This design comes from an exercise in tuning for small area, a short achievable clock period and few clock cycles on the open sky130 flow, not from production work. Where RTL was checked, it was by simulation tests only, not by an equivalence proof against the original. For runs 7 and 8, only the layout was checked, not whether the RTL still works. Power and IR drop assume default switching activity.

`standard.sh`:
```
#!/bin/bash
# synth_recipe.tcl (not shown) runs the flow's synth.tcl, then flattens the netlist and writes it again
# the make line also repeats each setting of config.mk as NAME=value (left out here)
make -C /OpenROAD-flow-scripts/flow DESIGN_CONFIG=/design/flow/config.mk WORK_HOME=/design/flow/orfs CLKGATE_MAP_FILE= SYNTH_SCRIPT=/design/flow/synth_recipe.tcl "${@:-finish}"
```
`flow/run.sh`:
```
#!/bin/bash
# The standard layout, with plain buffers (buf_2) on the ports instead of
# the delay-cell buffers that buffer_ports picks by default. The whole
# make output goes to standard.log; ORFS keeps each step's log under orfs/logs.
set -euo pipefail
export BUFFER_PORTS_ARGS="-buffer_cell sky130_fd_sc_hd__buf_2"
bash standard.sh > standard.log 2>&1
```
`constraint.sdc`:
```
create_clock -name core_clock -period 8.0 [get_ports {clk}]
set_input_delay 1.6000 -clock core_clock [delete_from_list [all_inputs] [get_ports {clk}]]
set_output_delay 1.6000 -clock core_clock [all_outputs]
set_load 0.01 [all_outputs]
```
`config.mk`:
```
export PLATFORM = sky130hd
export DESIGN_NAME = lz77_dec
export DESIGN_NICKNAME = lz77_dec
export VERILOG_FILES = /design/flow/design.v
export SDC_FILE = /design/flow/constraint.sdc
export NUM_CORES = 4
export LEC_CHECK = 0
export CAP_MARGIN = 20
export CORE_MARGIN = 2
export CORE_UTILIZATION = 50
export CTS_BUF_LIST = sky130_fd_sc_hd__clkbuf_8
export CTS_CLUSTER_SIZE = 30
export SETUP_SLACK_MARGIN = 5
export SLEW_MARGIN = 20
```
`design.v`:
```
module lz77_dec (
    input  wire        clk,
    input  wire        rst,              
    input  wire        start,
    input  wire [15:0] npix,             
    output wire        busy,
    output wire        done,             
    output wire        err,              
    input  wire        in_valid,
    output wire        in_ready,
    input  wire [7:0]  in_byte,
    output wire        out_valid,
    input  wire        out_ready,
    output wire [23:0] out_pixel         
);
    localparam SW_N = 17;
    reg              busy_r;             
    reg              fin;                
    reg              err_r;
    reg              first;              
    reg [15:0]       prem;               
    reg [3:0]        rs;                 
    reg              t_v;                
    reg              t_copy;             
    reg [3:0]        t_val;              
    reg [3:0]        t_rem;              
    reg [2:0]        t_n;                
    reg              t_err;              
    reg              t_more;             
    reg [7:0]        q;                  
    reg              q_v;
    reg [4*SW_N-1:0] sw;                 
    reg [2:0]        ph3;                
    reg              ov;
    assign done      = busy_r && fin && !ov;
    assign busy      = busy_r && !done;
    assign err       = err_r;
    assign out_valid = ov;
    reg [11:0] pix;                      
    assign out_pixel = {pix[11:8], 4'h0, pix[7:4], 4'h0, pix[3:0], 4'h0};
    wire       t_last = (t_rem <= 4'd3);
    wire [1:0] n      = {t_n[2] | t_n[1], t_n[2] | t_n[0]};
    wire [4*18-1:0] ws = {sw[4*15 +: 4], sw};
    wire [4*10-1:0] s8 = t_val[3] ? ws[4*8 +: 40] : ws[0 +: 40];
    wire [4*6-1:0]  s4 = t_val[2] ? s8[4*4 +: 24] : s8[0 +: 24];
    wire [4*4-1:0]  s2 = t_val[1] ? s4[4*2 +: 16] : s4[0 +: 16];
    wire [4*3-1:0]  s1 = t_val[0] ? s2[4*1 +: 12] : s2[0 +: 12];
    wire [3:0] x0 = t_copy ? s1[0 +: 4] : t_val;
    wire [3:0] x1 = s1[4 +: 4];
    wire [3:0] x2 = s1[8 +: 4];
    wire out_ok = !ov || out_ready;      
    wire go     = busy_r && !fin && t_v && out_ok;
    wire dec    = busy_r && !fin && t_v && !t_err && out_ok;   
    wire t_free = !t_v || (go && (t_last || t_err));
    assign in_ready = busy_r && !fin && !q_v && (!t_v || t_more);
    wire take_in = in_valid && in_ready;
    wire take_cmd = start && !busy;
    wire [1:0] ph  = {ph3[2], ph3[1]};
    wire [2:0] tot = {1'b0, ph} + {1'b0, n};
    wire       pix_done = dec && (ph3[2] || (ph3[1] && !t_n[0]) || (ph3[0] && t_n[2]));
    wire [11:0] pix_n = ({12{ph3[0]}} & {x0, x1, x2})
                      | ({12{ph3[1]}} & {sw[4*16 +: 4], x0, x1})
                      | ({12{ph3[2]}} & {sw[4*15 +: 4], sw[4*16 +: 4], x0});
    wire [2:0] ph3_n = t_n[0] ? {ph3[1:0], ph3[2]}
                     : t_n[1] ? {ph3[0], ph3[2:1]} : ph3;
    wire [15:0] prem_c = {prem[15:3], 3'd0};
    reg  [3:0]  rs_sat;
    always @* begin
        rs_sat = 4'd15;
        if (prem_c == 16'd0 && prem[2:0] == 3'd5)
            rs_sat = 4'd15 - {1'b0, tot};
        else if (prem_c == 16'd0 && prem[2:0] == 3'd6 && tot[2])
            rs_sat = tot[0] ? 4'd13 : 4'd14;
    end
    wire [3:0]  rs_d = (rs == 4'd15) ? rs_sat : rs - {2'b00, n};
    reg  [3:0]  rs_s;                    
    always @* begin
        case (npix[2:0])
            3'd0:    rs_s = 4'd0;
            3'd1:    rs_s = 4'd3;
            3'd2:    rs_s = 4'd6;
            3'd3:    rs_s = 4'd9;
            3'd4:    rs_s = 4'd12;
            default: rs_s = 4'd15;
        endcase
        if (npix[15:3] != 13'd0)
            rs_s = 4'd15;
    end
    wire [7:0] nb = q_v ? q : in_byte;
    wire [3:0] k_oh    = t_v ? {t_n, 1'b0} : 4'b0001;   
    wire [4:0] rs5     = {1'b0, rs};
    wire [4:0] thr     = ({5{k_oh[0]}} & (rs5 - 5'd2)) | ({5{k_oh[1]}} & (rs5 - 5'd3))
                       | ({5{k_oh[2]}} & (rs5 - 5'd4)) | ({5{k_oh[3]}} & (rs5 - 5'd5));
    wire       thr_neg = thr[4];
    wire       first_a = first && !t_v;
    wire       nb_gt   = thr_neg || (!thr[3] && nb[6:4] > thr[2:0]);    
    wire       nb_lt   = !thr_neg && (thr[3] || nb[6:4] < thr[2:0]);    
    wire       lit_lt  = !thr_neg;                                      
    always @(posedge clk) begin
        if (pix_done)
            pix <= pix_n;
        if (dec) begin
            if (first)
                sw <= {SW_N{t_val}};
            else
                sw <= ({4*SW_N{t_n[0]}} & {x0, sw[4*SW_N-1:4]})
                    | ({4*SW_N{t_n[1]}} & {x1, x0, sw[4*SW_N-1:8]})
                    | ({4*SW_N{t_n[2]}} & {x2, x1, x0, sw[4*SW_N-1:12]});
        end
        if (take_in && !(t_free && !q_v))
            q <= in_byte;
        if (t_free) begin
            t_copy <= nb[7];
            t_val  <= nb[7] ? nb[3:0] : nb[6:3];
            t_rem  <= nb[7] ? {1'b0, nb[6:4]} + 4'd2 : 4'd1;
            t_n    <= !nb[7] ? 3'b001 : (nb[6:4] == 3'd0) ? 3'b010 : 3'b100;
            t_err  <= nb[7] && (first_a || nb_gt);
            t_more <= nb[7] ? (!first_a && nb_lt) : lit_lt;
        end else if (go) begin
            t_rem  <= t_rem - 4'd3;
            t_n    <= (t_rem == 4'd4) ? 3'b001 : (t_rem == 4'd5) ? 3'b010 : 3'b100;
        end
    end
    always @(posedge clk) begin
        if (rst) begin
            busy_r <= 1'b0;
            fin    <= 1'b0;
            err_r  <= 1'b0;
            first  <= 1'b0;
            prem   <= 16'd0;
            rs     <= 4'd0;
            t_v    <= 1'b0;
            q_v    <= 1'b0;
            ph3    <= 3'b001;
            ov     <= 1'b0;
        end else begin
            if (ov && out_ready)
                ov <= 1'b0;
            if (pix_done)
                ov <= 1'b1;
            if (take_cmd) begin
                busy_r <= 1'b1;
                fin    <= (npix == 16'd0);
                err_r  <= 1'b0;
                first  <= 1'b1;
                prem   <= npix;
                rs     <= rs_s;
                t_v    <= 1'b0;
                q_v    <= 1'b0;
                ph3    <= 3'b001;
            end else begin
                if (done)
                    busy_r <= 1'b0;
                if (go) begin
                    if (t_err) begin
                        err_r <= 1'b1;
                        fin   <= 1'b1;
                    end else begin
                        first <= 1'b0;
                        ph3   <= ph3_n;
                        if (pix_done)
                            prem <= prem - 16'd1;
                        rs    <= rs_d;
                        if (rs == {2'b00, n})
                            fin <= 1'b1;
                    end
                end
                if (t_free) begin
                    t_v <= q_v || take_in;
                    q_v <= 1'b0;
                end else if (take_in) begin
                    q_v <= 1'b1;
                end
            end
        end
    end
endmodule
```
==> run summary, run 1 <==
* Register area at 0.003675 mm²
* First-pass DRT Iterations at 5
* Cell variety after synth at 67
* Worst hold endpoint: err_r$_SDFFE_PP0P_
* CP arrival at 1330 ps
* WS Path Type: flop to output port
* Post-synth EDFFs at 102
* Global route total overflow at 0
* Largest net degree at the start of global routing at 80
* Clk pin slew, worst setup/hold paths at 70 ps
* Fmax at 0.3418 GHz
* Hold Crit Class: flop to flop
* Vias/cell at 6.410
* Final Instance Area at 0.009260 mm²
* R2r setup slk at 5190 ps
* Routed vias at 6942
* Pwr/cell area at 186.1 mW/mm²
* Antenna violations before repair at 0
* Core ar. at 0.01658 mm²
* Clock Latency Late Sink at 450 ps
* Min cycle time layout at 2926 ps
* Top-area cell type share of the netlist area at 36.03%
* Global-route wire length before repair at 33800 µm
* Leak at 3.244 nW
* Critical Path Fanout Max at 2
* Synth Register Bits at 132
* Die W at 134.4 µm
* Synth Instances at 840
* Worst Hold Path Cells at 2
* CTS root buffer: clkbuf_8
* DRC at 0
* Max-slew headroom at 46.05%
* Status: timing/DRC/antenna clean
* Post-Route WL at 20810 µm
* Setup crit start kind: flop
* 1st-iter DRT viols at 487
* Vias in the first global route at 6565
* Final Skew at 14.64 ps
* Fin Setup TNS at 0 ps
* Fraction of layout cells with a size suffix above 1 at 15.99%
* Mean Syn Cell Area at 10.12 µm²
* Post-Synthesis Cell Area at 0.008501 mm²
* Setup crit end kind: output port
* I/O Pins at 58
* Area growth, synth to finish at 8.934%
* Synth Flop Type: edfxtp_1
* Fillcell total at 1490
* Placed cell area at 0.008760 mm²
* Final Hold Violating Endpoints at 0
* Seq/Total Area, Yosys at 43.10%
* CTS Buf Count at 17
* Ant diodes at 0
* Synth area leader: edfxtp_1
* Fin nets at 904
* Largest cells by area after synthesis: edfxtp_1, a21oi_1, dfxtp_1
* Gr usage total at 23.34%
* Unrepaired setup endpoints after global routing: true
* Multi-input gate area at 0.004447 mm²
* Worst r2r dst: rs[0]$_SDFFE_PP0P_
* Period utilization at 36.57%
* GP Congestion at 0.8507
* FF-to-FF path depth at 11
* Clock Sinks at 132
* Most frequent cells in the layout: a21oi_1, edfxtp_1, a22oi_1
* Core Rows at 47
* Max Cap Viol at 0
* Final Setup Violations at 0
* Worst EP required at 6400 ps
* CTS HTree Levels at 4
* Synth warn at 1
* Slew Viols, Final at 0
* Slew @ Worst Pin at 809.3 ps
* Maximum clock path buffer count at 2
* RR Startpoint: t_n[2]$_DFFE_PP_
* Die ar. at 0.01806 mm²
* Wire length per cell at 19.21 µm
* HP Start: err_r$_SDFFE_PP0P_
* Synth async-reset ratio at 0%
* Post-route ant nets at 0
* Max IR drop VDD at 0.1124 mV
* Most common cell after layout, fill and taps aside: a21oi_1
* Initial Util at 51.26%
* Post-DP HPWL at 13340 µm
* IO Port Bufs at 45
* Die Ht at 134.4 µm
* TritonCTS clock tree: built
[where the power goes]
group          total (mW)  internal, mW  leakage, nW  switching, mW
sequential          0.805         0.778         1.19         0.0270
combinational       0.385         0.157         1.84          0.228
clock               0.533         0.279        0.212          0.254
[worst max path at each step]
stage                           from                     to  slack, ps  depth (start not counted)
detailed placement         out_ready  prem[14]$_SDFFE_PP0P_       3760                          7
CTS                        out_ready  prem[14]$_SDFFE_PP0P_       5000                          7
global placement           out_ready  prem[12]$_SDFFE_PP0P_       4000                          7
global route               out_ready  prem[12]$_SDFFE_PP0P_       4980                          7
floorplan                 in_byte[5]       t_more$_DFFE_PN_       5010                          7
finish              t_v$_SDFFE_PP0N_               in_ready       5070                          2
[kinds of logic after synthesis]
kind of cell	synth area share, %
xor+xnor	0.8243
fa+ha+maj	3.856
simple gates	9.671
other cells	0.04411
flops	43.10
buf+inv	5.814
mux	12.56
compound gates	24.14
[cells in the mapped netlist (4+ instances only)]
master	count
a21oi_1	148
edfxtp_1	102
a22oi_1	64
nand2_1	58
clkbuf_1	57
dfxtp_1	30
inv_1	30
o21ai_0	27
mux2i_1	26
nor2_1	26
ha_1	23
mux4_2	22
nand3_1	16
a31oi_1	14
nor3_1	14
buf_4	13
nand2b_1	13
mux2_2	9
nor2b_1	9
a211oi_1	8
mux4_1	8
a221oi_1	7
o21a_1	7
o22ai_1	7
nor4_1	6
o221ai_1	6
xnor2_1	6
buf_2	5
a32oi_1	4
buf_1	4
nand4_1	4
or4_1	4
[metrics by stage]
stage / hold WS (ps) / cells / setup slack [ps] / utilization [%] / power [mW]
2_1_floorplan: 450.7 / 851 / 5005 / - / 1.112
3_3_place_gp: 466.5 / 1045 / 3998 / 52.82 / 1.182
3_5_place_dp: 469.1 / 1045 / 3761 / 52.82 / 1.197
4_1_cts: 490.5 / 1083 / 4996 / 55.63 / 1.731
5_1_grt: 522.5 / 1083 / 4978 / 55.84 / 1.809
6_report: 494.6 / 1083 / 5074 / 55.84 / 1.724
[registers in the layout, indices dropped and copies added (netlist names)]
name    count
rs          4
t_rem       4
sw         68
ph3         3
t_err       1
first       1
fin         1
err_r       1
pix        12
prem       16
t_more      1
t_n         3
t_v         1
q           8
q_v         1
t_copy      1
t_val       4
busy_r      1
ov          1
[repair_timing]
item,CTS,global route
gates cloned,1,0
resized for setup,13,7
endpoints found under the setup margin,34,27
buffers inserted,5,0
pin swaps,1,0
hold buffers,0,0
[critical path: stages, from the launching register on]
cell	delay [ps]
dfxtp_4	350
a2111oi_4	350
buf_2	190
[layout make-up]
cell class | instances | area share [%]
multi-input cells | 606 | 48.02
flip-flops and latches | 132 | 39.68
repair buffers | 60 | 3.891
clock buffers | 22 | 3.270
well taps | 220 | 2.973
inverters | 32 | 1.351
clock inverters | 10 | 0.7567
repair inverters | 1 | 0.05405
[metal layers]
metal	GRT usage [%]	wire length, µm	up-vias
li1	-	-	3264
met1	32.22	9158	3432
met2	37.93	10250	225
met3	4.951	1179	21
met4	5.556	225	0
met5	0	0	-
Testbench counts, summed over its fixed seeds: cycles 47,934.
==> run 2: changes to the inputs <==
--- a/config.mk
+++ b/config.mk
@@ -9,5 +9,5 @@
 export CORE_MARGIN = 2
 export CORE_UTILIZATION = 50
-export CTS_BUF_LIST = sky130_fd_sc_hd__clkbuf_8
+export CTS_BUF_LIST = sky130_fd_sc_hd__clkbuf_4
 export CTS_CLUSTER_SIZE = 30
 export SETUP_SLACK_MARGIN = 5
==> run summary, run 2 <==
* Status: timing/DRC/antenna clean
* Global route total overflow at 0
* Synth warn at 1
* Pwr/cell area at 174.6 mW/mm²
* Die Ht at 134.4 µm
* DRC at 0
* Setup crit end kind: output port
* Most frequent cell after synthesis: a21oi_1
* Synth Flop Type: edfxtp_1
* Global-route wire length before repair at 33740 µm
* Top-area cell type share of the netlist area at 36.03%
* Max Cap Viol at 0
* TritonCTS clock tree: built
* Final worst slack at 4980 ps
* Most common cell after layout, fill and taps aside: a21oi_1
* CTS Buf Count at 17
* Critical Path Fanout Max at 2
* Routed vias at 6970
* Wire length per cell at 19.16 µm
* Unrepaired setup endpoints after global routing: true
* Mean Syn Cell Area at 10.12 µm²
* Worst EP required at 6400 ps
* First-pass DRT Iterations at 5
* Final Setup Violations at 0
* Worst Hold Path Cells at 2
* Post-route ant nets at 0
* Maximum clock path buffer count at 2
* Multi-input gate area at 0.004457 mm²
* Most frequent cells in the layout: a21oi_1, edfxtp_1, a22oi_1
* Die ar. at 0.01806 mm²
* Vias in the first global route at 6565
* Final Hold Violating Endpoints at 0
* Top flop regs: sw (68), prem (16), pix (12)
* Post-Synthesis Cell Area at 0.008501 mm²
* Post-synth EDFFs at 102
* Largest cells by area after synthesis: edfxtp_1, a21oi_1, dfxtp_1
* I/O Pins at 58
* Register area at 0.003679 mm²
* Max IR drop VDD at 0.1026 mV
* Clock Latency Late Sink at 540 ps
* Post-Route WL at 20790 µm
* Fillcell total at 1511
* 1st-iter DRT viols at 509
* Largest net degree at the start of global routing at 80
* Final Skew at 19.89 ps
* IO Port Bufs at 45
* WS Path Type: flop to output port
* PnR Total Power at 1.596 mW
* Vias/cell at 6.424
* Hold Crit Class: flop to flop
* Slew @ Worst Pin at 813.0 ps
* Post-DP HPWL at 13340 µm
* Fmax at 0.3312 GHz
* Hold-fix buffers, CTS at 0
* Period utilization at 37.74%
* Fraction of layout cells with a size suffix above 1 at 16.55%
* Synth cell count leaders: a21oi_1, edfxtp_1, a22oi_1
* GP Congestion at 0.8507
* Synth async-reset ratio at 0%
* Synth Register Bits at 132
* Slew Viols, Final at 0
* Fin Setup TNS at 0 ps
* CP arrival at 1420 ps
* Antenna violations before repair at 1
* CTS HTree Levels at 4
* Fin nets at 905
* Area growth, synth to finish at 7.566%
* Place WS at 3761 ps
* Min cycle time layout at 3020 ps
* FF-to-FF path depth at 11
* Cell variety after synth at 67
* Setup crit start kind: flop
* Max-slew headroom at 45.80%
* Core ar. at 0.01658 mm²
* Leak at 3.176 nW
* Max reg flops at 68
* Biggest register: sw
* Synth area leader: edfxtp_1
* Gr usage total at 23.28%
* Seq/Total Area, Yosys at 43.10%
* Die W at 134.4 µm
* Core Rows at 47
* CTS root buffer: clkbuf_4
* Synth Instances at 840
* Clock Sinks at 132
* Clk pin slew, worst setup/hold paths at 120 ps
* R2r setup slk at 5210 ps
* Final core utilization at 55.14%
* Initial Util at 51.26%
## run 2: cell types whose count changed in the layout (fill, tap and decap cells not counted), sizes merged
cell	previous run	this run
diode	0	1
inv	35	29
clkinv	4	9
clkbuf	23	25
## run 2: final timing paths
kind	startpoint	endpoint
max reg2reg	t_n[2]$_DFFE_PP_	rs[0]$_SDFFE_PP0P_
max	t_v$_SDFFE_PP0N_	in_ready
min	prem[15]$_SDFFE_PP0P_	prem[15]$_SDFFE_PP0P_
min reg2reg	prem[15]$_SDFFE_PP0P_	prem[15]$_SDFFE_PP0P_
## run 2: through the flow
step | cell area, µm² | hold slack [ps] | cells
after global placement | 8760 | 466.5 | 1045
after detailed placement | 8760 | 469.1 | 1045
after CTS | 9097 | 496.3 | 1081
after floorplan | 8567 | 450.7 | 851
final | 9144 | 499.5 | 1085
after global routing | 9144 | 528.1 | 1085
## run 2: timing repair
action                     in CTS  in global routing
pin swaps                       1                  0
setup endpoints to repair      32                  6
gates cloned                    1                  0
resized for setup              17                  5
buffers inserted                3                  3
## run 2: area by class of cell
type / count / share of cell area (%)
diodes: 1 / 0.02737
clock buffers: 23 / 1.888
clock inverters: 9 / 0.7252
inverters: 32 / 1.368
multi-input cells: 606 / 48.74
flip-flops and latches: 132 / 40.23
well taps: 220 / 3.010
repair buffers: 61 / 3.955
repair inverters: 1 / 0.05473
## run 2: per-layer routing
layer  GRT usage (%)  wire, µm  share of wire (%)  up-vias
met5               0         0                  0        -
met4           6.257       242                1.2        0
met3           4.724      1170                5.6       21
met2           37.70     10170                 49      256
met1           32.07      9208                 44     3422
li1                -         -                  -     3271
## run 2: logic make-up after synthesis
kind of cell / after synthesis / synth area share (%)
adder cells (fa/ha/maj): 25 / 3.856
flip-flops: 132 / 43.10
multiplexers: 65 / 12.56
buffers and inverters: 113 / 5.814
AND/OR/NAND/NOR: 167 / 9.671
AO/OA/AOI/OAI: 329 / 24.14
other: 1 / 0.04411
XOR/XNOR: 8 / 0.8243
## run 2: report_power, final
part	switching [mW]	leakage, nW	internal (mW)
registers	0.0271	1.19	0.777
clock network	0.238	0.136	0.169
logic	0.228	1.85	0.158
## run 2: critical path, cell delays in order (launching register included)
cell and delay (ps):
dfxtp_4 370, a2111oi_4 350, buf_2 190
==> run 3: changes to the inputs <==
--- a/config.mk
+++ b/config.mk
@@ -9,5 +9,5 @@
 export CORE_MARGIN = 2
 export CORE_UTILIZATION = 50
-export CTS_BUF_LIST = sky130_fd_sc_hd__clkbuf_4
+export CTS_BUF_LIST = sky130_fd_sc_hd__clkbuf_4 sky130_fd_sc_hd__clkbuf_8
 export CTS_CLUSTER_SIZE = 30
 export SETUP_SLACK_MARGIN = 5
==> run summary, run 3 <==
* Largest cells by area after synthesis: edfxtp_1, a21oi_1, dfxtp_1
* NetSw at 0.5113 mW
* Most frequent cells in the layout: a21oi_1, edfxtp_1, a22oi_1
* Largest net degree at the start of global routing at 80
* Wire length per cell at 19.30 µm
* Sequential power share at 45.9%
* Global route total overflow at 0
* Comb pwr share at 22.0%
* Slew @ Worst Pin at 810.9 ps
* Unrepaired setup endpoints after global routing: true
* Period utilization at 36.60%
* Synth Register Bits at 132
* Inst Count DP at 1045
* Place WS at 3761 ps
* Clock Sinks at 132
* HP Start: err_r$_SDFFE_PP0P_
* Seq/Total Area, Yosys at 43.10%
* Post-Route WL at 20900 µm
* Synth async-reset ratio at 0%
* Synth Flop Type: edfxtp_1
* CP Launch Point: t_v$_SDFFE_PP0N_
* Final hold slack at 494.8 ps
* Initial Util at 51.26%
* CTS root buffer: clkbuf_8
* Routed vias at 6982
* Fin Setup TNS at 0 ps
* TritonCTS clock tree: built
* Synth area leader: edfxtp_1
* Sw Share at 29.15%
* DRC at 0
* Slew Viols, Final at 0
* Biggest register: sw
* Vias/cell at 6.447
* Cell variety after synth at 67
* Clk pin slew, worst setup/hold paths at 70 ps
* WS Path Type: flop to output port
* CTS Buf Count at 17
* Ant diodes at 0
* Synth cell count leaders: a21oi_1, edfxtp_1, a22oi_1
* Die W at 134.4 µm
* CP arrival at 1330 ps
* Final core utilization at 55.98%
* Setup crit end kind: output port
* Core Rows at 47
* Post-Synthesis Cell Area at 0.008501 mm²
* Post-route ant nets at 0
* Final Setup Violations at 0
* Die Ht at 134.4 µm
* GP Congestion at 0.8507
* Min cycle time layout at 2928 ps
* Setup crit start kind: flop
* Max Cap Viol at 0
* CTS HTree Levels at 4
* Fmax at 0.3415 GHz
* FF-to-FF path depth at 11
* Mean Syn Cell Area at 10.12 µm²
* IO Port Bufs at 45
* Post-DP HPWL at 13340 µm
* Global-route wire length before repair at 33850 µm
* Worst Hold Path Cells at 2
* Cell-internal power at 1.243 mW
* Fin nets at 904
* Worst EP required at 6400 ps
* Hold Crit Class: flop to flop
* Gr usage total at 23.37%
* Top-area cell type share of the netlist area at 36.03%
* First-pass DRT Iterations at 5
* Placed cell area at 0.008760 mm²
* CP bufs+invs at 1
* Core ar. at 0.01658 mm²
* Final Hold Violating Endpoints at 0
* Clock Latency Late Sink at 450 ps
* Antenna violations before repair at 0
* Area growth, synth to finish at 9.199%
* Most common cell after layout, fill and taps aside: a21oi_1
* Finished Layout Cells at 1083
* Die ar. at 0.01806 mm²
* Critical Path Fanout Max at 2
* Final Skew at 15.73 ps
* Pwr/cell area at 188.9 mW/mm²
* Crit. path cell count at 2
* Max IR drop VDD at 0.1175 mV
* Clock share of power at 32.1%
* Maximum clock path buffer count at 2
* I/O Pins at 58
* Max reg flops at 68
* Max-slew headroom at 45.94%
* RR Startpoint: t_n[2]$_DFFE_PP_
* Final Instance Area at 0.009283 mm²
* Vias in the first global route at 6557
* Fraction of layout cells with a size suffix above 1 at 16.69%
* 1st-iter DRT viols at 511
* Most frequent cell after synthesis: a21oi_1
* CP top delay family: flip-flops
* Top flop regs: sw (68), prem (16), pix (12)
* Leak at 3.240 nW
* Max incr delay on CP at 350 ps
* CP max stage cell: dfxtp_4
* Status: timing/DRC/antenna clean
* CP Cell Sequence: a2111oi_4 -> buf_2
* Synth warn at 1
* Fillcell total at 1486
* Synth Instances at 840
* Final worst slack at 5072 ps
* Post-synth EDFFs at 102
* PnR Total Power at 1.754 mW
## run 3: cell counts after synthesis
Identical to the previous run, type by type.
## run 3: kinds of logic (layout without fill, tap and decap cells)
group	after synthesis	count (layout)	share of synthesized area (%)
simple gates	167	167	9.671
flops	132	132	43.10
fa+ha+maj	25	25	3.856
compound gates	329	329	24.14
mux	65	65	12.56
buf+inv	113	125	5.814
other cells	1	12	0.04411
xor+xnor	8	8	0.8243
## run 3: worst reg2reg max path: stages, from the launching register on
cell and delay (ps):
edfxtp_1 340, clkbuf_8 440, inv_1 310, nand2_1 210, ha_1 170, inv_1 40
fa_1 380, nor4b_1 300, a21o_1 110, a32oi_1 100, a21oi_1 200, a211oi_1 70
## run 3: power by group through the flow
stage / sequential (mW) / combinational, mW / clock [mW]
floorplan: 0.809 / 0.303 / 0
detailed placement: 0.820 / 0.376 / 0
global route: 0.808 / 0.427 / 0.604
CTS: 0.804 / 0.382 / 0.574
global placement: 0.819 / 0.363 / 0
finish: 0.805 / 0.386 / 0.563
## run 3: metal layers
metal	vias up	wire length [µm]	global-route usage, %
met5	-	0	0
li1	3264	-	-
met2	275	10210	38.04
met4	0	231	5.439
met3	23	1311	5.102
met1	3420	9151	32.17
## run 3: cell type report
class / instances / area [µm²] / share of cell area, %
Timing Repair Buffer: 60 / 360.3 / 3.882
Clock buffer: 28 / 347.8 / 3.747
Sequential cell: 132 / 3675 / 39.59
Timing Repair inverter: 1 / 5.005 / 0.05392
Clock inverter: 4 / 47.55 / 0.5122
Multi-Input combinational cell: 606 / 4447 / 47.90
Tap cell: 220 / 275.3 / 2.965
Inverter: 32 / 125.1 / 1.348
## run 3: repair_timing
| item | CTS | global route |
|---|---|---|
| setup endpoints to repair | 34 | 27 |
| pin swaps | 1 | 0 |
| cloned | 1 | 0 |
| hold endpoints to repair | 0 | 0 |
| hold buffers | 0 | 0 |
| resized for setup | 13 | 7 |
| buffers inserted | 5 | 0 |
## run 3: worst paths after layout
check | end | slack (ps)
min reg2reg | err_r$_SDFFE_PP0P_ | 490
max reg2reg | rs[0]$_SDFFE_PP0P_ | 5200
max | in_ready | 5070
min | err_r$_SDFFE_PP0P_ | 490
==> run 4: changes to the inputs <==
==> flow/run.sh (replaced) <==
#!/bin/bash
# The standard layout, with plain buffers (buf_1) on the ports instead of
# the delay-cell buffers that buffer_ports picks by default. The whole
# make output goes to standard.log; ORFS keeps each step's log under orfs/logs.
set -euo pipefail
export BUFFER_PORTS_ARGS="-buffer_cell sky130_fd_sc_hd__buf_1"
bash standard.sh > standard.log 2>&1
--- a/config.mk
+++ b/config.mk
@@ -9,5 +9,5 @@
 export CORE_MARGIN = 2
 export CORE_UTILIZATION = 50
-export CTS_BUF_LIST = sky130_fd_sc_hd__clkbuf_4 sky130_fd_sc_hd__clkbuf_8
+export CTS_BUF_LIST = sky130_fd_sc_hd__clkbuf_8
 export CTS_CLUSTER_SIZE = 30
 export SETUP_SLACK_MARGIN = 5
==> run summary, run 4 <==
* Max-slew headroom at 45.29%
* Die ar. at 0.01806 mm²
* Clock share of power at 35.5%
* CP arrival at 1370 ps
* Most frequent cells in the layout: a21oi_1, edfxtp_1, a22oi_1
* Final Skew at 12.23 ps
* Seq/Total Area, Yosys at 43.10%
* Synth cell count leaders: a21oi_1, edfxtp_1, a22oi_1
* Hold Crit Class: flop to flop
* Final Setup Violations at 0
* Cell variety after synth at 67
* Cell-internal power at 1.328 mW
* Biggest register: sw
* I/O Pins at 58
* Sw Share at 27.91%
* Post-Route WL at 20790 µm
* Fraction of layout cells with a size suffix above 1 at 10.76%
* CTS root buffer: clkbuf_8
* Max incr delay on CP at 380 ps
* Final worst slack at 5034 ps
* Leak at 3.147 nW
* First-pass DRT Iterations at 5
* Hold-fix buffers, CTS at 0
* Core ar. at 0.01658 mm²
* Synth area leader: edfxtp_1
* Fmax at 0.3372 GHz
* CTS HTree Levels at 4
* Comb pwr share at 20.8%
* Worst EP required at 6400 ps
* Ant diodes at 0
* Vias/cell at 6.459
* Period utilization at 37.07%
* Slew Viols, Final at 0
* Pwr/cell area at 198.0 mW/mm²
* Synth Register Bits at 132
* DRC at 0
* IO Port Bufs at 45
* Critical Path Fanout Max at 3
* Setup crit end kind: output port
* Clk pin slew, worst setup/hold paths at 70 ps
* TritonCTS clock tree: built
* Global route total overflow at 0
* Sequential power share at 43.7%
* Final Hold Violating Endpoints at 0
* Largest cells by area after synthesis: edfxtp_1, a21oi_1, dfxtp_1
* Die Ht at 134.4 µm
* CP Cell Sequence: a2111oi_4 -> buf_2
* WS Path Type: flop to output port
* Mean Syn Cell Area at 10.12 µm²
* Core Rows at 47
* Initial Util at 51.26%
* Top-area cell type share of the netlist area at 36.03%
* Synth Instances at 840
* Die W at 134.4 µm
* Maximum clock path buffer count at 2
* Most common cell after layout, fill and taps aside: a21oi_1
* Synth async-reset ratio at 0%
* GP Congestion at 0.8348
* Largest net degree at the start of global routing at 80
* CTS Buf Count at 17
* Gr usage total at 23.72%
* Post-Synthesis Cell Area at 0.008501 mm²
* Area growth, synth to finish at 9.420%
* CP max stage cell: a2111oi_4
* Fin nets at 905
* Fin Setup TNS at 0 ps
* NetSw at 0.5139 mW
* Status: timing/DRC/antenna clean
* Slew @ Worst Pin at 820.7 ps
* Vias in the first global route at 6799
* Setup crit start kind: flop
* Post-DP HPWL at 13320 µm
* Antenna violations before repair at 0
* Global-route wire length before repair at 34710 µm
* Min cycle time layout at 2966 ps
* Max Cap Viol at 0
* Place WS at 3830 ps
* Synth warn at 1
* Max reg flops at 68
* Wire length per cell at 19.18 µm
* Max IR drop VDD at 0.1751 mV
* Post-route ant nets at 0
* Clock Sinks at 132
* 1st-iter DRT viols at 609
* Routed vias at 7002
* Synth Flop Type: edfxtp_1
* Clock Latency Late Sink at 450 ps
* Post-synth EDFFs at 102
* Most frequent cell after synthesis: a21oi_1
* Top flop regs: sw (68), prem (16), pix (12)
* Unrepaired setup endpoints after global routing: true
==> run 4: cell counts after synthesis <==
No cell type changed its count.
==> run 4: cell type report <==
cell class / instances / area (µm²)
fillers: 1503 / 7282
multi-input cells: 606 / 4452
flip-flops and latches: 132 / 3672
repair buffers: 61 / 317.8
well taps: 220 / 275.3
clock buffers: 17 / 234.0
clock inverters: 15 / 220.2
inverters: 32 / 125.1
repair inverters: 1 / 5.005
==> run 4: worst paths after layout <==
kind,endpoint,slack [ps],startpoint,cells after the start
max,in_ready,5030,t_v$_SDFFE_PP0N_,2
min reg2reg,err_r$_SDFFE_PP0P_,480,err_r$_SDFFE_PP0P_,2
min,err_r$_SDFFE_PP0P_,480,err_r$_SDFFE_PP0P_,2
max reg2reg,pix[0]$_DFFE_PP_,5170,t_val[2]$_DFFE_PN_,6
==> run 4: cell families (layout without fill, tap and decap cells) <==
family	count (synthesis)	after routing	share of synthesized area [%]
AO/OA/AOI/OAI	329	329	24.14
XOR/XNOR	8	8	0.8243
adder cells (fa/ha/maj)	25	25	3.856
buffers and inverters	113	126	5.814
flip-flops	132	132	43.10
multiplexers	65	65	12.56
other	1	12	0.04411
AND/OR/NAND/NOR	167	167	9.671
==> run 4: critical path, delay by kind of cell, from the launching register on <==
family	cells	cell delay (ps)
compound gates	1	380
flops	1	350
buf+inv	1	200
==> run 4: routing by layer <==
metal	global-route usage, %	vias to the layer above	part of all wire [%]
met5	0	-	0
met4	6.023	0	1.3
met3	4.913	26	5.0
met2	38.72	228	50
met1	32.49	3482	44
li1	-	3266	-
==> run 4: per-stage QoR <==
step / util (%) / instance area [µm²] / hold WS (ps) / power (mW) / instances
floorplan: - / 8567 / 450.7 / 1.112 / 851
global placement: 52.53 / 8711 / 467.0 / 1.181 / 1046
detailed placement: 52.60 / 8722 / 465.4 / 1.194 / 1047
CTS: 55.85 / 9263 / 487.2 / 1.853 / 1084
global route: 56.09 / 9301 / 526.8 / 1.930 / 1084
finish: 56.09 / 9301 / 484.0 / 1.842 / 1084
==> run 4: power groups by stage <==
stage | clock, mW | sequential (mW) | combinational (mW)
4_1_cts | 0.669 | 0.804 | 0.380
5_1_grt | 0.696 | 0.808 | 0.427
3_5_place_dp | 0 | 0.820 | 0.374
2_1_floorplan | 0 | 0.809 | 0.303
3_3_place_gp | 0 | 0.819 | 0.362
6_report | 0.654 | 0.804 | 0.383
==> run 4: what timing repair did <==
action	in CTS	in global routing
resized for setup	14	7
cloned	1	0
pin swaps	1	0
setup endpoints to repair	34	29
setup buffers	4	0
==> run 5: changes to the inputs <==
==> run.sh (new file) <==
#!/bin/bash
# synth_recipe.tcl (not shown) runs the flow's synth.tcl, then flattens the netlist and writes it again
# the make line also repeats each setting of config.mk as NAME=value (left out here)
make -C /OpenROAD-flow-scripts/flow DESIGN_CONFIG=/design/flow/config.mk WORK_HOME=/design/flow/orfs CLKGATE_MAP_FILE= SYNTH_SCRIPT=/design/flow/synth_recipe.tcl finish
removed: flow/run.sh
removed: standard.sh
==> run summary, run 5 <==
* Status: timing/DRC/antenna clean
* Hold-fix buffers, CTS at 0
* 1st-iter DRT viols at 569
* Pwr/cell area at 188.3 mW/mm²
* Max Cap Viol at 0
* DRC at 0
* Crit path to: in_ready
* Die ar. at 0.01806 mm²
* Most frequent cells in the layout: a21oi_1, edfxtp_1, a22oi_1
* Largest net degree at the start of global routing at 80
* WS Path Type: flop to output port
* CP Launch Point: t_v$_SDFFE_PP0N_
* Post-Synthesis Cell Area at 0.008501 mm²
* Vias in the first global route at 6679
* Clock Sinks at 132
* Fmax at 0.3372 GHz
* Area growth, synth to finish at 14.44%
* Final Setup Violations at 0
* Synth Instances at 840
* Post-DP HPWL at 13450 µm
* Post-synthesis mux area share at 12.56%
* Finished Layout Cells at 1096
* Final worst slack at 5034 ps
* CP bufs+invs at 1
* Worst r2r dst: pix[0]$_DFFE_PP_
* Wire length per cell at 19.52 µm
* Most common cell after layout, fill and taps aside: a21oi_1
* Most frequent cell after synthesis: a21oi_1
* Worst EP required at 6400 ps
* Routed wl met3 at 1289 µm
* Top-area cell type share of the netlist area at 36.03%
* Max reg flops at 68
* Antenna violations before repair at 0
* Die W at 134.4 µm
* Hold Crit Class: flop to flop
* Max incr delay on CP at 360 ps
* Synth Register Bits at 132
* Synth cell count leaders: a21oi_1, edfxtp_1, a22oi_1
* CP arrival at 1370 ps
* I/O Pins at 58
* Period utilization at 37.07%
* Post-route ant nets at 0
* Synth Flop Type: edfxtp_1
* CTS Buf Count at 17
* Synth area leader: edfxtp_1
* Biggest register: sw
* CP Cell Sequence: a2111oi_4 -> buf_2
* Final core utilization at 58.66%
* Top flop regs: sw (68), prem (16), pix (12)
* Synth warn at 1
* PnR Total Power at 1.832 mW
* Synth Area in Adders at 3.856%
* Global route total overflow at 0
* Initial Util at 51.26%
* Final Hold Violating Endpoints at 0
* Inst Count DP at 1046
* Place WS at 3464 ps
* Min cycle time layout at 2966 ps
* Core Rows at 47
* Worst Hold Path Cells at 2
* Top Metal Used: met4
* Gr usage total at 24.31%
* Global-route wire length before repair at 35110 µm
* CP top delay family: flip-flops
* Seq/Total Area, Yosys at 43.10%
* Max-slew headroom at 44.41%
* Critical Path Fanout Max at 2
* CP max stage cell: dfxtp_4
* IO Port Bufs at 45
* Routed vias at 7095
* Largest cells by area after synthesis: edfxtp_1, a21oi_1, dfxtp_1
* Final Skew at 15.29 ps
* Fin nets at 917
* Clock Latency Late Sink at 470 ps
* Mean Syn Cell Area at 10.12 µm²
* Ant diodes at 0
* Leak at 3.380 nW
* Post-synth EDFFs at 102
* Post-Route WL at 21390 µm
* Maximum clock path buffer count at 2
* FF-to-FF path depth at 6
* TritonCTS clock tree: built
* Cell variety after synth at 67
* Slew @ Worst Pin at 833.9 ps
* Die Ht at 134.4 µm
* Max IR drop VDD at 0.1477 mV
* Metal2 WL at 10480 µm
* Synth Area in XOR/XNOR at 0.8243%
* R2r setup slk at 5160 ps
* GP Congestion at 0.8221
* Setup crit end kind: output port
* Synth async-reset ratio at 0%
* Synth Area in Compound Gates at 24.14%
* CTS HTree Levels at 4
* Wire length on met1 at 9307 µm
* Vias/cell at 6.474
* Fraction of layout cells with a size suffix above 1 at 13.36%
* Unrepaired setup endpoints after global routing: true
* First-pass DRT Iterations at 5
* Fillcell total at 1429
* RR Startpoint: t_val[2]$_DFFE_PN_
* Setup crit start kind: flop
* Core ar. at 0.01658 mm²
* Fin Setup TNS at 0 ps
* Crit. path cell count at 2
* Largest family of logic cells by synthesized area: compound AO/OA/AOI/OAI gates
* Synth Area in Simple Gates at 9.670%
* Slew Viols, Final at 0
* CTS root buffer: clkbuf_8
* Clk pin slew, worst setup/hold paths at 80 ps
## run 5: cell counts after synthesis
No cell type changed its count.
## run 5: how the worst min path moves through the flow
| stage | startpoint | to | slack, ps |
|---|---|---|---|
| final | prem[11]$_SDFFE_PP0P_ | prem[11]$_SDFFE_PP0P_ | 490 |
| after global routing | prem[15]$_SDFFE_PP0P_ | prem[15]$_SDFFE_PP0P_ | 510 |
| after CTS | prem[11]$_SDFFE_PP0P_ | prem[11]$_SDFFE_PP0P_ | 490 |
| after detailed placement | err_r$_SDFFE_PP0P_ | err_r$_SDFFE_PP0P_ | 460 |
| after global placement | first$_SDFFE_PP0P_ | first$_SDFFE_PP0P_ | 470 |
| after floorplan | prem[15]$_SDFFE_PP0P_ | prem[15]$_SDFFE_PP0P_ | 450 |
## run 5: metal layers
metal / track usage (%) / up-vias
li1: - / 3298
met1: 32.62 / 3461
met2: 39.82 / 303
met3: 5.253 / 33
met4: 7.135 / 0
met5: 0 / -
## run 5: cell families after synthesis
family	after synthesis
AO/OA/AOI/OAI	329
XOR/XNOR	8
adder cells (fa/ha/maj)	25
buffers and inverters	113
flip-flops	132
multiplexers	65
other	1
AND/OR/NAND/NOR	167
## run 5: cell type report
cell class	count	area, µm²	share of cell area, %
Tap cell	220	275.3	2.830
Sequential cell	132	3676	37.79
Timing Repair Buffer	73	713.2	7.331
Clock inverter	15	197.7	2.032
Timing Repair inverter	1	5.005	0.05145
Clock buffer	17	234.0	2.405
Multi-Input combinational cell	606	4498	46.24
Inverter	32	128.9	1.325
## run 5: worst register-to-register path: stages, from the launching register on
cell	delay, ps
edfxtp_1	320
buf_4	450
mux4_2	620
mux2i_1	330
a21oi_1	200
or2_0	300
a221o_1	370
## run 5: through the flow
step / cell area, µm² / hold WS, ps
finish: 9728 / 489.0
global route: 9728 / 510.0
CTS: 9644 / 487.6
detailed placement: 8995 / 459.3
global placement: 8992 / 471.1
floorplan: 8567 / 450.7
## run 5: repair_timing
action / CTS / global route
gates cloned: 2 / 0
pin swaps: 5 / 4
setup buffers: 11 / 5
resized for setup: 35 / 13
setup endpoints to repair: 119 / 25
## run 5: report_power, final
part | switching, mW | internal [mW]
registers | 0.0271 | 0.778
logic | 0.229 | 0.169
clock network | 0.266 | 0.363
total | 0.522 | 1.31
==> run 6: changes to the inputs <==
==> flow/run.sh (new file) <==
#!/bin/bash
# The standard layout, with plain buffers (buf_2) on the ports instead of
# the delay-cell buffers that buffer_ports picks by default, and timing
# repair aiming at 5.4 ns of setup slack. The whole make output goes to
# standard.log; ORFS keeps each step's log under orfs/logs.
set -euo pipefail
export BUFFER_PORTS_ARGS="-buffer_cell sky130_fd_sc_hd__buf_2"
export SETUP_SLACK_MARGIN=5.4
bash standard.sh > standard.log 2>&1
==> standard.sh (new file) <==
#!/bin/bash
# synth_recipe.tcl (not shown) runs the flow's synth.tcl, then flattens the netlist and writes it again
# the make line also repeats each setting of config.mk as NAME=value (left out here)
make -C /OpenROAD-flow-scripts/flow DESIGN_CONFIG=/design/flow/config.mk WORK_HOME=/design/flow/orfs CLKGATE_MAP_FILE= SYNTH_SCRIPT=/design/flow/synth_recipe.tcl "${@:-finish}"
--- a/config.mk
+++ b/config.mk
@@ -11,4 +11,3 @@
 export CTS_BUF_LIST = sky130_fd_sc_hd__clkbuf_8
 export CTS_CLUSTER_SIZE = 30
-export SETUP_SLACK_MARGIN = 5
 export SLEW_MARGIN = 20
removed: run.sh
==> run summary, run 6 <==
* Status: timing/DRC/antenna clean
* Final Hold Violating Endpoints at 0
* Gr usage total at 24.74%
* Most frequent cells in the layout: a21oi_1, edfxtp_1, a22oi_1
* Setup crit start kind: flop
* Leak at 3.400 nW
* CP arrival at 1380 ps
* PnR Total Power at 1.840 mW
* Initial Util at 51.26%
* IO Port Bufs at 45
* NetSw at 0.5716 mW
* CP Cell Sequence: inv_2 -> a2111oi_4 -> buf_2
* Critical Path Fanout Max at 2
* Seq/Total Area, Yosys at 43.10%
* Place WS at 4465 ps
* Grt met1 use at 32.96%
* Max Cap Viol at 0
* DRC at 0
* GR Layer Usage met3 at 4.082%
* CTS Buf Count at 17
* Cell-internal power at 1.268 mW
* Final core utilization at 58.33%
* First-pass DRT Iterations at 8
* Maximum clock path buffer count at 2
* Most frequent cell after synthesis: a21oi_1
* Synth Register Bits at 132
* Max incr delay on CP at 340 ps
* Synth Instances at 840
* Area growth, synth to finish at 13.79%
* GR met2 Demand/Resource at 40.28%
* Slew @ Worst Pin at 814.5 ps
* Final Skew at 10.59 ps
* Sequential power share at 43.7%
* 1st-iter DRT viols at 684
* Post-Synthesis Cell Area at 0.008501 mm²
* Final Setup Violations at 0
* Worst EP required at 6400 ps
* Min cycle time layout at 2980 ps
* Max reg flops at 68
* Max-slew headroom at 45.70%
* Synth warn at 1
* CP bufs+invs at 2
* TritonCTS clock tree: built
* Clk pin slew, worst setup/hold paths at 80 ps
* Clock share of power at 33.1%
* Wire length per cell at 20.32 µm
* Pwr/cell area at 190.2 mW/mm²
* Placed cell area at 0.008835 mm²
* Clock Latency Late Sink at 470 ps
* Vias in the first global route at 6852
* Final hold slack at 478.6 ps
* GRT Max-Usage Layer: met2
* Global-route wire length before repair at 35590 µm
* Top-area cell type share of the netlist area at 36.03%
* Final worst slack at 5020 ps
* Slew Viols, Final at 0
* Final Instance Area at 0.009673 mm²
* Mean Syn Cell Area at 10.12 µm²
* CTS root buffer: clkbuf_8
* Synth cell count leaders: a21oi_1, edfxtp_1, a22oi_1
* Largest net degree at the start of global routing at 77
* Cell variety after synth at 67
* Post-Route WL at 22350 µm
* Most common cell after layout, fill and taps aside: a21oi_1
* Fillcell total at 1424
* Routed vias at 7162
* Sw Share at 31.06%
* CP max stage cell: dfxtp_2
* Ant diodes at 0
* Clock Sinks at 132
* Comb pwr share at 23.2%
* Post-synth EDFFs at 102
* Biggest register: sw
* Antenna violations before repair at 2
* Finished Layout Cells at 1100
* Die ar. at 0.01806 mm²
* CP top delay family: flip-flops
* Largest cells by area after synthesis: edfxtp_1, a21oi_1, dfxtp_1
* Synth area leader: edfxtp_1
* Inst Count DP at 1042
* Synth async-reset ratio at 0%
* Core ar. at 0.01658 mm²
* GP Congestion at 0.8244
* Period utilization at 37.25%
* Setup crit end kind: output port
* Fin nets at 921
* Post-DP HPWL at 13540 µm
* I/O Pins at 58
* Max IR drop VDD at 0.1100 mV
* CTS HTree Levels at 4
* Fmax at 0.3356 GHz
* Post-route ant nets at 0
* Die W at 134.4 µm
* Top flop regs: sw (68), prem (16), pix (12)
* Fraction of layout cells with a size suffix above 1 at 20.80%
* WS Path Type: flop to output port
* Global route total overflow at 0
* Core Rows at 47
* Unrepaired setup endpoints after global routing: true
* Die Ht at 134.4 µm
* Synth Flop Type: edfxtp_1
* Fin Setup TNS at 0 ps
* Hold Crit Class: flop to flop
* Vias/cell at 6.511
==> run 6: tightest hold or removal path: stages, from the launching register on <==
cell and delay [ps]:
dfxtp_1 310, o21ai_0 70, a21oi_1 60
==> run 6: what timing repair did <==
item	4_1_cts	5_1_grt
pin swaps	2	7
gates cloned	3	2
setup buffers	8	13
resized for setup	29	20
hold buffers	0	0
setup endpoints to repair	115	43
==> run 6: path summary, 6_finish.rpt <==
path | start | end | slack [ps] | depth (start not counted)
worst max-delay path | busy_r$_SDFFE_PP0P_ | in_ready | 5020 | 3
worst min-delay path | prem[15]$_SDFFE_PP0P_ | prem[15]$_SDFFE_PP0P_ | 480 | 2
worst max register to register | t_val[3]$_DFFE_PN_ | pix[0]$_DFFE_PP_ | 5450 | 6
worst min register to register | prem[15]$_SDFFE_PP0P_ | prem[15]$_SDFFE_PP0P_ | 480 | 2
==> run 6: final cells by class <==
cell class	count	area (µm²)	share of cell area (%)
Timing Repair Buffer	75	556.8	5.756
Inverter	32	143.9	1.488
Clock buffer	17	234.0	2.419
Multi-Input combinational cell	608	4596	47.51
Tap cell	220	275.3	2.846
Sequential cell	132	3680	38.04
Clock inverter	15	181.4	1.876
Timing Repair inverter	1	6.256	0.06467
==> run 6: cell families after synthesis <==
group / Yosys count / synth area share [%]
compound gates: 329 / 24.14
simple gates: 167 / 9.671
flops: 132 / 43.10
buf+inv: 113 / 5.814
mux: 65 / 12.56
fa+ha+maj: 25 / 3.856
xor+xnor: 8 / 0.8243
other cells: 1 / 0.04411
==> run 6: metal layers <==
layer,vias to the layer above,routed length [µm]
met5,-,0
met4,0,515
met3,38,1186
met2,272,10940
met1,3540,9711
li1,3312,-
==> run 6: power groups by stage <==
stage	combinational, mW	sequential [mW]	clock [mW]
3_3_place_gp	0.367	0.823	0
6_report	0.427	0.804	0.608
4_1_cts	0.391	0.808	0.618
3_5_place_dp	0.377	0.824	0
5_1_grt	0.470	0.808	0.642
2_1_floorplan	0.310	0.809	0
==> run 7: changes to the inputs <==
--- a/design.v
+++ b/design.v
@@ -37,5 +37,10 @@
     assign err       = err_r;
     assign out_valid = ov;
-    reg [11:0] pix;                      
+    reg [11:0] pix;
+    always @* begin
+        pix = ({12{ph3[0]}} & {sw[4*14 +: 4], sw[4*15 +: 4], sw[4*16 +: 4]})
+            | ({12{ph3[1]}} & {sw[4*13 +: 4], sw[4*14 +: 4], sw[4*15 +: 4]})
+            | ({12{ph3[2]}} & {sw[4*12 +: 4], sw[4*13 +: 4], sw[4*14 +: 4]});
+    end
     assign out_pixel = {pix[11:8], 4'h0, pix[7:4], 4'h0, pix[3:0], 4'h0};
     wire       t_last = (t_rem <= 4'd3);
@@ -59,7 +64,4 @@
     wire [2:0] tot = {1'b0, ph} + {1'b0, n};
     wire       pix_done = dec && (ph3[2] || (ph3[1] && !t_n[0]) || (ph3[0] && t_n[2]));
-    wire [11:0] pix_n = ({12{ph3[0]}} & {x0, x1, x2})
-                      | ({12{ph3[1]}} & {sw[4*16 +: 4], x0, x1})
-                      | ({12{ph3[2]}} & {sw[4*15 +: 4], sw[4*16 +: 4], x0});
     wire [2:0] ph3_n = t_n[0] ? {ph3[1:0], ph3[2]}
                      : t_n[1] ? {ph3[0], ph3[2:1]} : ph3;
@@ -98,6 +100,4 @@
     wire       lit_lt  = !thr_neg;                                      
     always @(posedge clk) begin
-        if (pix_done)
-            pix <= pix_n;
         if (dec) begin
             if (first)
==> flow/run.sh (replaced) <==
#!/bin/bash
# The standard layout, with plain buffers (buf_2) on the ports instead of
# the delay-cell buffers that buffer_ports picks by default. The whole
# make output goes to standard.log; ORFS keeps each step's log under orfs/logs.
set -euo pipefail
export BUFFER_PORTS_ARGS="-buffer_cell sky130_fd_sc_hd__buf_2"
bash standard.sh > standard.log 2>&1
--- a/config.mk
+++ b/config.mk
@@ -8,6 +8,7 @@
 export CAP_MARGIN = 20
 export CORE_MARGIN = 2
-export CORE_UTILIZATION = 50
+export CORE_UTILIZATION = 40
 export CTS_BUF_LIST = sky130_fd_sc_hd__clkbuf_8
 export CTS_CLUSTER_SIZE = 30
+export SETUP_SLACK_MARGIN = 5
 export SLEW_MARGIN = 20
==> run summary, run 7 <==
* Status: timing/DRC/antenna clean
* Die W at 147.6 µm
* Placed cell area at 0.008554 mm²
* Comb pwr share at 21.9%
* Global route total overflow at 0
* Synth Register Bits at 120
* Critical Path Fanout Max at 5
* Antenna violations before repair at 0
* Fin nets at 923
* I/O Pins at 58
* Leak at 3.282 nW
* Post-Route WL at 20960 µm
* Clock share of power at 35.2%
* Global-route wire length before repair at 34470 µm
* R2r setup slk at 5250 ps
* Biggest register: sw
* Slew @ Worst Pin at 1109 ps
* Inst Count DP at 1099
* Clk pin slew, worst setup/hold paths at 80 ps
* Gr usage total at 19.44%
* Slew Viols, Final at 0
* Top flop regs: sw (68), prem (16), q (8)
* IO Port Bufs at 45
* Synth async-reset ratio at 0%
* Max-slew headroom at 25.78%
* Routed vias at 7011
* Initial Util at 40.77%
* Synth area leader: edfxtp_1
* Post-route ant nets at 0
* Final Instance Area at 0.009188 mm²
* CP arrival at 1570 ps
* Core ar. at 0.02023 mm²
* Fmax at 0.3155 GHz
* Period utilization at 39.62%
* CP max stage cell: edfxtp_1
* Area growth, synth to finish at 11.38%
* Fraction of layout cells with a size suffix above 1 at 19.27%
* Most frequent cell after synthesis: a21oi_1
* Post-DP HPWL at 12810 µm
* Hold Crit Class: flop to flop
* Min cycle time layout at 3170 ps
* Synth Flop Type: edfxtp_1
* Sw Share at 31.23%
* CTS root buffer: clkbuf_8
* Cell variety after synth at 77
* Vias/cell at 6.086
* CTS Buf Count at 17
* Worst EP required at 6400 ps
* Unrepaired setup endpoints after global routing: true
* Die ar. at 0.02179 mm²
* Clock Sinks at 120
* Final Skew at 13.56 ps
* Setup crit start kind: flop
* Pwr/cell area at 185.5 mW/mm²
* Post-Synthesis Cell Area at 0.008249 mm²
* Hold-fix buffers, CTS at 0
* Largest net degree at the start of global routing at 79
* Ant diodes at 0
* Seq/Total Area, Yosys at 40.04%
* Max Cap Viol at 0
* CTS HTree Levels at 4
* TritonCTS clock tree: built
* Wire length per cell at 18.20 µm
* Largest cells by area after synthesis: edfxtp_1, a21oi_1, dfxtp_1
* NetSw at 0.5322 mW
* Cell-internal power at 1.172 mW
* Finished Layout Cells at 1152
* Synth Instances at 838
* Mean Syn Cell Area at 9.844 µm²
* CP top delay family: flip-flops
* Vias in the first global route at 6525
* CP bufs+invs at 2
* CP Cell Sequence: a222oi_1 -> inv_1 -> buf_2
* Max incr delay on CP at 470 ps
* Final worst slack at 4830 ps
* Setup crit end kind: output port
* Fin Setup TNS at 0 ps
* 1st-iter DRT viols at 650
* Final Hold Violating Endpoints at 0
* Post-synth EDFFs at 90
* Most frequent cells in the layout: a21oi_1, edfxtp_1, a22oi_1
* Clock Latency Late Sink at 450 ps
* Synth warn at 1
* Max reg flops at 68
* First-pass DRT Iterations at 5
* Maximum clock path buffer count at 2
* Place WS at 4406 ps
* DRC at 0
* Core Rows at 52
* WS Path Type: flop to output port
* Synth cell count leaders: a21oi_1, edfxtp_1, a22oi_1
* Top-area cell type share of the netlist area at 32.76%
* Sequential power share at 42.9%
* Die Ht at 147.6 µm
* Final Setup Violations at 0
* Most common cell after layout, fill and taps aside: a21oi_1
* GP Congestion at 0.8203
* Max IR drop VDD at 0.1067 mV
==> run 7: changes by cell type in the layout (fill, tap and decap cells not counted), sizes merged, moves of 8 or more <==
| cell | change |
|---|---|
| nand2 | -14 |
| a222oi | +10 |
| o21ai | -8 |
| nor2 | +18 |
| inv | +12 |
| edfxtp | -12 |
==> run 7: tightest hold or removal path: cells and delay by family (launching register included) <==
family             cells  cell delay [ps]
AOI/OAI and AO/OA      1               50
and+or+nand+nor        1               70
DFF                    1              340
==> run 7: final timing paths <==
path | start | end | cells after the start
worst max register to register | first$_SDFFE_PP0P_ | sw[4]$_DFFE_PP_ | 4
worst min-delay path | err_r$_SDFFE_PP0P_ | err_r$_SDFFE_PP0P_ | 2
worst max-delay path | sw[59]$_DFFE_PP_ | out_pixel[15] | 3
worst min register to register | err_r$_SDFFE_PP0P_ | err_r$_SDFFE_PP0P_ | 2
==> run 7: logic make-up after synthesis <==
kind of cell,count (synthesis),synth area share [%]
DFF,120,40.04
xor gates and xnor gates,6,0.6370
adders and majority gates,25,3.974
buffers and inverters,120,6.780
muxes,57,11.13
other,1,0.04546
and+or+nand+nor,182,11.47
AOI/OAI and AO/OA,327,25.92
==> run 7: layer usage <==
metal / vias up / routed length [µm] / track usage (%)
li1: 3325 / - / -
met1: 3450 / 10050 / 28.54
met5: - / 0 / 0
met4: 0 / 245 / 5.481
met2: 213 / 9676 / 29.35
met3: 23 / 993 / 3.704
==> run 7: area by class of cell <==
cell class                      count  area, µm²
Clock buffer                       17      234.0
Timing Repair Buffer               79      496.7
Inverter                           42      157.7
Multi-Input combinational cell    609       4451
Tap cell                          270      337.8
Fill cell                        1932      11050
Sequential cell                   120       3323
Clock inverter                     15      187.7
==> run 7: power groups by stage <==
stage	Clock (mW)	Combinational, mW	Sequential (mW)
4_1_cts	0.609	0.370	0.731
6_report	0.599	0.374	0.731
3_5_place_dp	0	0.364	0.746
2_1_floorplan	0	0.300	0.736
5_1_grt	0.635	0.415	0.735
3_3_place_gp	0	0.360	0.746
==> run 7: timing repair <==
item / 4_1_cts / 5_1_grt
endpoints found under the setup margin: 17 / 19
pin swaps: 10 / 4
resized for setup: 12 / 7
setup buffers: 18 / 3
==> run 7: metrics by stage <==
stage,hold slack (ps),power [mW],utilization [%]
floorplan,458.1,1.036,-
global placement,479.7,1.107,42.26
detailed placement,477.0,1.110,42.28
CTS,499.5,1.710,45.23
global route,514.8,1.785,45.41
finish,492.3,1.704,45.41
==> run 8: changes to the inputs <==
--- a/design.v
+++ b/design.v
@@ -37,10 +37,5 @@
     assign err       = err_r;
     assign out_valid = ov;
-    reg [11:0] pix;
-    always @* begin
-        pix = ({12{ph3[0]}} & {sw[4*14 +: 4], sw[4*15 +: 4], sw[4*16 +: 4]})
-            | ({12{ph3[1]}} & {sw[4*13 +: 4], sw[4*14 +: 4], sw[4*15 +: 4]})
-            | ({12{ph3[2]}} & {sw[4*12 +: 4], sw[4*13 +: 4], sw[4*14 +: 4]});
-    end
+    reg [11:0] pix;                      
     assign out_pixel = {pix[11:8], 4'h0, pix[7:4], 4'h0, pix[3:0], 4'h0};
     wire       t_last = (t_rem <= 4'd3);
@@ -58,5 +53,6 @@
     wire dec    = busy_r && !fin && t_v && !t_err && out_ok;   
     wire t_free = !t_v || (go && (t_last || t_err));
-    assign in_ready = busy_r && !fin && !q_v && (!t_v || t_more);
+    reg  in_ready_r;                     
+    assign in_ready = in_ready_r;
     wire take_in = in_valid && in_ready;
     wire take_cmd = start && !busy;
@@ -64,4 +60,7 @@
     wire [2:0] tot = {1'b0, ph} + {1'b0, n};
     wire       pix_done = dec && (ph3[2] || (ph3[1] && !t_n[0]) || (ph3[0] && t_n[2]));
+    wire [11:0] pix_n = ({12{ph3[0]}} & {x0, x1, x2})
+                      | ({12{ph3[1]}} & {sw[4*16 +: 4], x0, x1})
+                      | ({12{ph3[2]}} & {sw[4*15 +: 4], sw[4*16 +: 4], x0});
     wire [2:0] ph3_n = t_n[0] ? {ph3[1:0], ph3[2]}
                      : t_n[1] ? {ph3[0], ph3[2:1]} : ph3;
@@ -99,5 +98,13 @@
     wire       nb_lt   = !thr_neg && (thr[3] || nb[6:4] < thr[2:0]);    
     wire       lit_lt  = !thr_neg;                                      
+    wire       t_more_ld = nb[7] ? (!first_a && nb_lt) : lit_lt;
+    wire act_n    = take_cmd ? (npix != 16'd0)
+                  : busy_r && !fin && !(go && (t_err || rs == {2'b00, n}));
+    wire q_v_n    = !take_cmd && !t_free && (q_v || take_in);
+    wire t_v_n    = !take_cmd && (t_free ? (q_v || take_in) : t_v);
+    wire t_more_n = t_free ? t_more_ld : t_more;
     always @(posedge clk) begin
+        if (pix_done)
+            pix <= pix_n;
         if (dec) begin
             if (first)
@@ -116,5 +123,5 @@
             t_n    <= !nb[7] ? 3'b001 : (nb[6:4] == 3'd0) ? 3'b010 : 3'b100;
             t_err  <= nb[7] && (first_a || nb_gt);
-            t_more <= nb[7] ? (!first_a && nb_lt) : lit_lt;
+            t_more <= t_more_ld;
         end else if (go) begin
             t_rem  <= t_rem - 4'd3;
@@ -134,5 +141,7 @@
             ph3    <= 3'b001;
             ov     <= 1'b0;
+            in_ready_r <= 1'b0;
         end else begin
+            in_ready_r <= act_n && !q_v_n && (!t_v_n || t_more_n);
             if (ov && out_ready)
                 ov <= 1'b0;
==> run summary, run 8 <==
* 1st-iter DRT viols at 575
* Cell-internal power at 1.273 mW
* Global route total overflow at 0
* Synth async-reset ratio at 0%
* Leak at 3.317 nW
* Seq/Total Area, Yosys at 43.26%
* DRC at 0
* GP Congestion at 0.7853
* Post-synthesis mux area share at 11.20%
* Synth Area in Compound Gates at 24.13%
* Biggest register: sw
* Max IR drop VDD at 0.1626 mV
* Post-Synthesis Cell Area at 0.008492 mm²
* PnR Total Power at 1.809 mW
* Largest family of logic cells by synthesized area: compound AO/OA/AOI/OAI gates
* CTS Buf Count at 17
* Most common cell after layout, fill and taps aside: a21oi_1
* Final Skew at 17.34 ps
* Synth area leader: edfxtp_1
* Multi-input gate area at 0.004425 mm²
* Setup crit start kind: input pin
* TritonCTS clock tree: built
* Ant diodes at 0
* Sw Share at 29.62%
* Min cycle time layout at 2962 ps
* Max reg flops at 68
* Post-route ant nets at 0
* Final Setup Violations at 0
* IO Port Bufs at 45
* Maximum clock path buffer count at 2
* Register area at 0.003675 mm²
* Final worst slack at 5038 ps
* Cell variety after synth at 66
* Wire length per cell at 18.70 µm
* NetSw at 0.5359 mW
* Core ar. at 0.02096 mm²
* Slew @ Worst Pin at 797.0 ps
* Die ar. at 0.02241 mm²
* Synth Flop Type: edfxtp_1
* Largest net degree at the start of global routing at 80
* Die Ht at 149.7 µm
* Synth Instances at 855
* Largest cells by area after synthesis: edfxtp_1, a21oi_1, dfxtp_1
* Final Instance Area at 0.009522 mm²
* Setup crit end kind: flop
* Fmax at 0.3376 GHz
* Pwr/cell area at 190.0 mW/mm²
* Placed cell area at 0.008896 mm²
* Synth Area in Adders at 3.860%
* Top flop regs: sw (68), prem (16), pix (12)
* Clk pin slew, worst setup/hold paths at 80 ps
* Clock share of power at 34.2%
* Fin nets at 922
* Antenna violations before repair at 0
* Status: timing/DRC/antenna clean
* Top-area cell type share of the netlist area at 35.72%
* Vias/cell at 5.968
* Unrepaired setup endpoints after global routing: false
* Final core utilization at 45.44%
* Sequential power share at 44.7%
* Most frequent cells in the layout: a21oi_1, edfxtp_1, a22oi_1
* Period utilization at 37.02%
* Vias in the first global route at 6532
* Initial Util at 40.52%
* Routed vias at 6893
* Post-Route WL at 21600 µm
* Global-route wire length before repair at 35520 µm
* Final Hold Violating Endpoints at 0
* Most frequent cell after synthesis: a21oi_1
* Clock Latency Late Sink at 460 ps
* I/O Pins at 58
* CP arrival at 3350 ps
* Max Cap Viol at 0
* Hold Crit Class: flop to flop
* Synth Area in Simple Gates at 10.62%
* CTS HTree Levels at 4
* Gr usage total at 19.80%
* Mean Syn Cell Area at 9.932 µm²
* CTS root buffer: clkbuf_8
* Post-synth EDFFs at 101
* Max-slew headroom at 46.87%
* Fraction of layout cells with a size suffix above 1 at 18.52%
* Synth cell count leaders: a21oi_1, edfxtp_1, clkbuf_1
* Critical Path Fanout Max at 4
* Post-DP HPWL at 13040 µm
* Worst EP required at 8380 ps
* Clock Sinks at 133
* Synth Register Bits at 133
* Hold-fix buffers, CTS at 0
* Fillcell total at 1992
* Synth Area in XOR/XNOR at 0.7220%
* Core Rows at 53
* Die W at 149.7 µm
* Comb pwr share at 21.2%
* First-pass DRT Iterations at 10
* Area growth, synth to finish at 12.13%
* Place WS at 3680 ps
* Synth warn at 1
* Slew Viols, Final at 0
* WS Path Type: input pin to flop
* Fin Setup TNS at 0 ps
## run 8: final timing paths
path	cells after the start	to	slack, ps	from
setup / recovery	7	prem[8]$_SDFFE_PP0P_	5040	out_ready
hold reg to reg	2	prem[5]$_SDFFE_PP0P_	480	prem[5]$_SDFFE_PP0P_
hold / removal	2	prem[5]$_SDFFE_PP0P_	480	prem[5]$_SDFFE_PP0P_
setup reg to reg	11	rs[0]$_SDFFE_PP0P_	5180	t_n[0]$_DFFE_PP_
## run 8: logic make-up (layout without fill, tap and decap cells)
| group | Yosys count | count (layout) |
|---|---|---|
| compound gates | 326 | 326 |
| xor+xnor | 7 | 7 |
| fa+ha+maj | 25 | 25 |
| buf+inv | 123 | 137 |
| flops | 133 | 133 |
| mux | 60 | 60 |
| other cells | 1 | 12 |
| simple gates | 180 | 180 |
## run 8: worst max-delay path: stages
cell	delay, ps
buf_2	100
nor2b_4	40
or4_4	520
or3_4	440
nor4_2	150
mux2_2	350
a21oi_1	130
## run 8: what timing repair did
action                                  in CTS  in global routing
buffers inserted                             6                  4
gates cloned                                 1                  1
pin swaps                                    3                  2
gates resized for setup                      9                  6
endpoints found under the setup margin      98                 21
## run 8: layout make-up
class / count / share of cell area, %
tap: 275 / 3.614
multi-input combinational: 610 / 46.48
timing repair buffer: 71 / 5.414
inverter: 35 / 1.472
clock buffer: 17 / 2.457
clock inverter: 14 / 1.971
sequential: 133 / 38.59
## run 8: power groups by stage
stage               registers [mW]  logic [mW]  clock network [mW]
floorplan                    0.813       0.303                   0
global placement             0.825       0.367                   0
detailed placement           0.825       0.372                   0
CTS                          0.807       0.379               0.634
global route                 0.813       0.429               0.658
finish                       0.808       0.383               0.618
## run 8: per-layer routing
| metal | vias to the layer above | wire, µm | share of wire (%) | track usage (%) |
|---|---|---|---|---|
| li1 | 3301 | - | - | - |
| met1 | 3393 | 10020 | 46 | 28.25 |
| met2 | 192 | 10460 | 48 | 31.70 |
| met3 | 7 | 998 | 4.6 | 3.537 |
| met4 | 0 | 119 | 0.55 | 4.151 |
| met5 | - | 0 | 0 | 0 |
## run 8: per-stage QoR
| step | std cells | hold WS [ps] |
|---|---|---|
| floorplan | 866 | 447.8 |
| global placement | 1112 | 459.5 |
| detailed placement | 1112 | 459.1 |
| CTS | 1150 | 479.7 |
| global route | 1155 | 511.9 |
| finish | 1155 | 477.5 |

==> what the ideal ports hide <==
Ports are ideal in the flow. The routed layouts listed here were re-timed in OpenROAD. Step 1: set_driving_cell puts a clkbuf_16 on clk and a buf_2 on each other input, an assumption about the parent block. Step 2, shift: input delay + t, output delay - t, t = (earliest + latest rising clock arrival at the registers) / 2. This alone moves slack from input paths to output paths. Slacks: ideal ports / drivers / drivers and shift; pairs: ideal ports / drivers.
run	t, ns	setup slack, ns	worst setup path at the end
run 1	0.477	5.074 / 5.037 / 4.659	input to register
run 2	0.565	4.980 / 4.942 / 4.618	input to register
run 3	0.480	5.072 / 5.035 / 4.659	input to register
run 4	0.478	5.034 / 4.997 / 4.712	input to register
run 5	0.492	5.034 / 4.999 / 4.575	input to register
run 6	0.508	5.020 / 4.976 / 4.834	input to register
run 7	0.484	4.830 / 4.788 / 4.710	input to register
run 8	0.486	5.038 / 5.056 / 4.570	input to register
After both steps setup and hold are still met in every run listed. The setup slack of run 8, which loses most, moves by +0.018 ns with the drivers and by -0.468 ns with both steps.
